Background: an optimization exercise with open tools, aiming at small area, a short achievable clock period and few clock cycles. Do not read the settings as production practice.
Function was checked by simulation only, so behaviour that the tests miss may differ from the original.
Power figures rest on the tool's default switching activity, not on a simulated workload.

09-14:
## oob_dispatcher
module oob_dispatcher #(
    parameter NREG    = 8,      
    parameter PMAX    = 8,      
    parameter PKT_MAX = 2048    
) (
    input  wire        clk,
    input  wire        rst,
    input  wire        cfg_we,
    input  wire [7:0]  cfg_addr,
    input  wire [7:0]  cfg_data,
    input  wire        in_valid,
    output wire        in_ready,
    input  wire        in_tick,
    input  wire [7:0]  in_data,
    output reg         rsp_valid,
    input  wire        rsp_ready,
    output reg  [7:0]  rsp_data,
    output wire        oob_valid,
    input  wire        oob_ready,
    output wire [2:0]  oob_kind,
    output wire [2:0]  oob_reg,
    output wire [3:0]  oob_cid,
    output wire [11:0] oob_len,
    output wire [7:0]  oob_data
);
clock: 16.0 ns
lec_check: 0
cap_margin: 20
core_margin: 2
core_utilization: 40
place_density: 0.6
slew_margin: 20
standard.sh (not shown) runs the stock make flow with config.mk's settings and CLKGATE_MAP_FILE= SYNTH_SCRIPT=/design/flow/synth_recipe.tcl, a recipe that flattens the netlist after the stock synthesis.
==> flow/flow/run.sh <==
#!/bin/bash
# The standard layout (standard.sh), with two changes to how it is built:
# the port buffers are buf_4 cells instead of the resizer's default pick,
# and clock tree synthesis inserts no dummy loads. The SDC, the clock
# period and every other step are the standard flow's own.
set -uo pipefail
export BUFFER_PORTS_ARGS="-buffer_cell sky130_fd_sc_hd__buf_4"
export CTS_ARGS="-sink_clustering_enable -repair_clock_nets -dont_use_dummy_load"
bash standard.sh > standard.log 2>&1
Testbench counts of 09-14, summed over its fixed seeds: cycles 86,948.
### 09-14 -> 08-10
-- flow/design.v --
<<< 09-14, line 87
    reg        k_v, k_tick;
    reg [7:0]  k_b;
    reg        rdy;
    assign in_ready = rdy;
    wire take = in_valid && !k_v;
    wire go;                           
>>> 08-10, line 87
    reg        k_v, k_tick;
    reg [7:0]  k_b;
    assign in_ready = !k_v;
    wire take = in_valid && !k_v;
    wire go;                           
<<< 09-14, line 97
            p_v <= 1'b0;
            k_v <= 1'b0;
            rdy <= 1'b1;
        end else begin
            if (t_free)
>>> 08-10, line 96
            p_v <= 1'b0;
            k_v <= 1'b0;
        end else begin
            if (t_free)
<<< 09-14, line 105
                    p_v <= 1'b1;
                    k_v <= 1'b0;
                    rdy <= 1'b1;
                end else begin
                    p_v <= take;
>>> 08-10, line 103
                    p_v <= 1'b1;
                    k_v <= 1'b0;
                end else begin
                    p_v <= take;
<<< 09-14, line 111
            end else if (take) begin
                k_v <= 1'b1;
                rdy <= 1'b0;
            end
        end
>>> 08-10, line 108
            end else if (take) begin
                k_v <= 1'b1;
            end
        end
<<< 09-14, line 161
    reg              any_hit, win_bulk;
    reg [2:0]        win, win_lm;
    wire             t_scan = t_v && !t_tick && (phase == P_SCAN);
    function [7:0] sel8(input [63:0] v, input [2:0] i);
        reg [7:0] a, b, c, d;
>>> 08-10, line 157
    reg              any_hit, win_bulk;
    reg [2:0]        win, win_lm;
    wire             adv;              
    function [7:0] sel8(input [63:0] v, input [2:0] i);
        reg [7:0] a, b, c, d;
<<< 09-14, line 187
            adv_1[r] = pen[r] && !m && m0 && !(lm == 3'd0);
            ncur[r*3 +: 3] = (!pen[r] || hit[r]) ? 3'd0 : cr;
            ci = t_scan ? cu + 3'd1 : cu;
            pc = sel8(pat[r*PMAX*8 +: PMAX*8], ci);
            ne_c[r] = (p_b == pc);
>>> 08-10, line 183
            adv_1[r] = pen[r] && !m && m0 && !(lm == 3'd0);
            ncur[r*3 +: 3] = (!pen[r] || hit[r]) ? 3'd0 : cr;
            ci = adv ? cu + 3'd1 : cu;
            pc = sel8(pat[r*PMAX*8 +: PMAX*8], ci);
            ne_c[r] = (p_b == pc);
<<< 09-14, line 245
    wire go_byte = go && !t_tick;
    wire go_tick = go && t_tick;
    reg        rec_v, rec_te;
    reg [2:0]  rec_kind, rec_reg;
>>> 08-10, line 241
    wire go_byte = go && !t_tick;
    wire go_tick = go && t_tick;
    assign adv = go_byte && is_scan;
    reg        rec_v, rec_te;
    reg [2:0]  rec_kind, rec_reg;
==> comparison <==
Re antenna diode count: no difference whatsoever between 08-10 and 09-14.
Between 09-14 and 08-10, worst-skew pair later-pin latency increased.
Clock-buffer cell count (08-10 vs. 09-14) increases by a few percent
Highest net fanout along the worst path in 08-10 vs 09-14: up 6
As far as power density over the cells is concerned, 08-10 and 09-14 perform about the same.
Relative to 09-14, the power of 08-10 is higher by about 1.4%.
Testbench counts of 08-10, summed over its fixed seeds: cycles 86,948.

========
north:
oob_dispatcher, a different RTL version from the one above (not shown whole).
Size: roughly 2,700 cells after synthesis, ~810 flip-flops, ~72 I/O pins.
## oob_dispatcher
module oob_dispatcher #(
    parameter NREG    = 8,      
    parameter PMAX    = 8,      
    parameter PKT_MAX = 2048    
) (
    input  wire        clk,
    input  wire        rst,
    input  wire        cfg_we,
    input  wire [7:0]  cfg_addr,
    input  wire [7:0]  cfg_data,
    input  wire        in_valid,
    output wire        in_ready,
    input  wire        in_tick,
    input  wire [7:0]  in_data,
    output reg         rsp_valid,
    input  wire        rsp_ready,
    output reg  [7:0]  rsp_data,
    output wire        oob_valid,
    input  wire        oob_ready,
    output wire [2:0]  oob_kind,
    output wire [2:0]  oob_reg,
    output wire [3:0]  oob_cid,
    output wire [11:0] oob_len,
    output wire [7:0]  oob_data
);
clock: 16.0 ns
lec_check: 0
cap_margin: 20
core_margin: 2
core_utilization: 40
place_density: 0.6
slew_margin: 20
run.sh (not shown) runs the stock make flow with config.mk's settings and CLKGATE_MAP_FILE= SYNTH_SCRIPT=/design/flow/synth_recipe.tcl, a recipe that flattens the netlist after the stock synthesis.
Stock flow here: none of the scripts above is used.
Testbench counts of north, summed over its fixed seeds: cycles 86,940.
What south does differently from north at the input level:
--- a/flow/design.v
+++ b/flow/design.v
@@ -32,24 +32,18 @@
     localparam P_HDR     = 2'd1;
     localparam P_PAYLOAD = 2'd2;
     integer r, k;
     reg [NREG*PMAX*8-1:0] pat;        
     reg [NREG*4-1:0]      plen;       
     reg [NREG-1:0]        pbulk;      
     reg [15:0]            timeout;
-    genvar gr, gk;
-    generate
-        for (gr = 0; gr < NREG; gr = gr + 1) begin : g_pr
-            for (gk = 0; gk < PMAX; gk = gk + 1) begin : g_pk
-                always @(posedge clk)
-                    if (cfg_we && cfg_addr == {1'b0, gr[2:0], 1'b0, gk[2:0]})
-                        pat[(gr*PMAX + gk)*8 +: 8] <= cfg_data;
-            end
-        end
-    endgenerate
+    always @(posedge clk) begin
+        if (cfg_we && !cfg_addr[7] && !cfg_addr[3])
+            pat[{cfg_addr[6:4], cfg_addr[2:0]}*8 +: 8] <= cfg_data;
+    end
     always @(posedge clk) begin
         if (rst) begin
             plen    <= {NREG*4{1'b0}};
             pbulk   <= {NREG{1'b0}};
             timeout <= 16'd100;
         end else if (cfg_we) begin
             if (!cfg_addr[7]) begin
@@ -140,18 +134,15 @@
             hit[r] = (lr != 4'd0) && (m ? (cu + 4'd1 == lr) : (m0 && lr == 4'd1));
             ncur[r*4 +: 4] = (lr == 4'd0 || hit[r]) ? 4'd0 : cr;
         end
         any_hit = |hit;
         win     = 3'd0;
         for (r = NREG - 1; r >= 0; r = r - 1)
             if (hit[r]) win = r[2:0];
-        win_len = 4'd0;
-        for (r = 0; r < NREG; r = r + 1)
-            if (hit[r] && !(|(hit & ((1 << r) - 1))))
-                win_len = win_len | plen[r*4 +: 4];
+        win_len = plen[win*4 +: 4];
     end
     function is_dec(input [7:0] b);
         is_dec = (b >= 8'h30) && (b <= 8'h39);
     endfunction
     function is_hex(input [7:0] b);
         is_hex = is_dec(b) || (b >= 8'h41 && b <= 8'h46) || (b >= 8'h61 && b <= 8'h66);
     endfunction
@@ -175,20 +166,20 @@
     wire        n_lt   = h_lt || (h_eq && d_lt);
     wire        n_eq   = h_eq && d_eq;
     wire        n_zero = h_zero && (b_dig == 4'd0);
     wire [11:0] len10  = {f_len[8:0], 3'd0} + {f_len[10:0], 1'b0} + {8'd0, b_dig};
     wire        hdr_good = n_ok && (n_lt || n_eq);
     wire        is_scan = (phase == P_SCAN);
     wire        is_hdr  = (phase == P_HDR);
-    reg         q_full;           
+    wire [3:0]  q_cnt   = q_wp - q_rd;
     wire        last    = (f_cnt + 12'd1 == f_len);
     wire        tmo     = (f_tc == timeout);
     wire block = x_v
               || (is_hdr && o_v)
-              || (q_full && is_scan && !t_tick);
+              || ({1'b0, q_cnt} + {4'd0, s2_v} >= 5'd8);
     assign go = t_v && !block;
     wire go_byte = go && !t_tick;
     wire go_tick = go && t_tick;
     reg        rec_v, rec_te;
     reg [2:0]  rec_kind, rec_reg;
     always @(*) begin
         rec_v    = 1'b0;
@@ -282,45 +273,35 @@
                 end
                 endcase
             end
         end
     end
     always @(posedge clk) begin
         s2_b    <= t_b;
-        s2_drop <= win_len;
+        s2_drop <= any_hit ? win_len : 4'd0;
     end
-    reg [7:1] th;
     reg [3:0] hmax;
     always @(*) begin
-        th = 7'd0;
+        hmax = 4'd0;
         for (r = 0; r < NREG; r = r + 1)
-            for (k = 1; k < 8; k = k + 1)
-                if (cur[r*4 +: 3] >= k) th[k] = 1'b1;
-        hmax[3] = 1'b0;
-        hmax[2] = th[4];
-        hmax[1] = (th[2] && !th[4]) || th[6];
-        hmax[0] = (th[1] && !th[2]) || (th[3] && !th[4]) || (th[5] && !th[6]) || th[7];
+            if (cur[r*4 +: 4] > hmax) hmax = cur[r*4 +: 4];
     end
     wire [3:0] wp_n = q_wp + 4'd1 - s2_drop;
-    wire [3:0] wp_x = s2_v ? wp_n : q_wp;     
-    wire [3:0] q_fill = wp_x - q_rd;          
     wire       q_rel = (q_rd != q_rp);
     always @(posedge clk) begin
         if (s2_v)
             q_mem[q_wp[2:0]] <= s2_b;
     end
     always @(posedge clk) begin
         if (rst) begin
             q_wp      <= 4'd0;
             q_rp      <= 4'd0;
             q_rd      <= 4'd0;
-            q_full    <= 1'b0;
             rsp_valid <= 1'b0;
         end else begin
-            q_full <= ({1'b0, q_fill} + {4'd0, go_byte && is_scan} >= 5'd8);
             if (s2_v) begin
                 q_wp <= wp_n;
                 q_rp <= wp_n - hmax;
             end
             if (!rsp_valid || rsp_ready) begin
                 rsp_valid <= q_rel;
                 if (q_rel) q_rd <= q_rd + 4'd1;
--- outcome ---
Met2 track utilization from global routing | south below north
south vs. north: area of the die moved up; wire length after detailed routing increased by about 11% relative to the old numbers; mux share of post-synthesis cell area higher.
The count of placed standard cells in the final layout, fillers left out in south is 1.18 times that in north.
Testbench counts of south, summed over its fixed seeds: cycles 86,940.

[separate check: timing with driven ports]
Ports are ideal in the flow. The routed layouts listed here were re-timed in OpenROAD.
Step 1, drivers: a clkbuf_16 drives clk and a buf_2 each remaining input, both assumed.
Step 2 adds t to the input delays and takes it off the output delays; t is the mean of the earliest and latest rising clock arrival at the registers after step 1. Input paths then give back, and output paths get back, about the clock's delay inside the block.
Three values: ideal ports, drivers, drivers and shift; two values: the first two.
run	t (ns)	setup WS [ns]	clock arrival spread, ns	worst register clock-pin slew, ns	cell pins on the clock port's net
09-14	0.681	11.503 / 11.434 / 10.905	0.058 / 0.058	0.06 / 0.06	1
08-10	0.696	11.285 / 11.217 / 10.959	0.084 / 0.084	0.06 / 0.06	1
north	0.696	10.155 / 10.176 / 9.480	0.022 / 0.022	0.06 / 0.06	1
south	0.717	2.081 / 2.081 / 2.081	0.031 / 0.032	0.07 / 0.07	1
After both steps setup and hold are still met in every run listed. For north, which loses most, drivers alone change the setup slack by +0.021 ns; drivers and shift together by -0.675 ns.
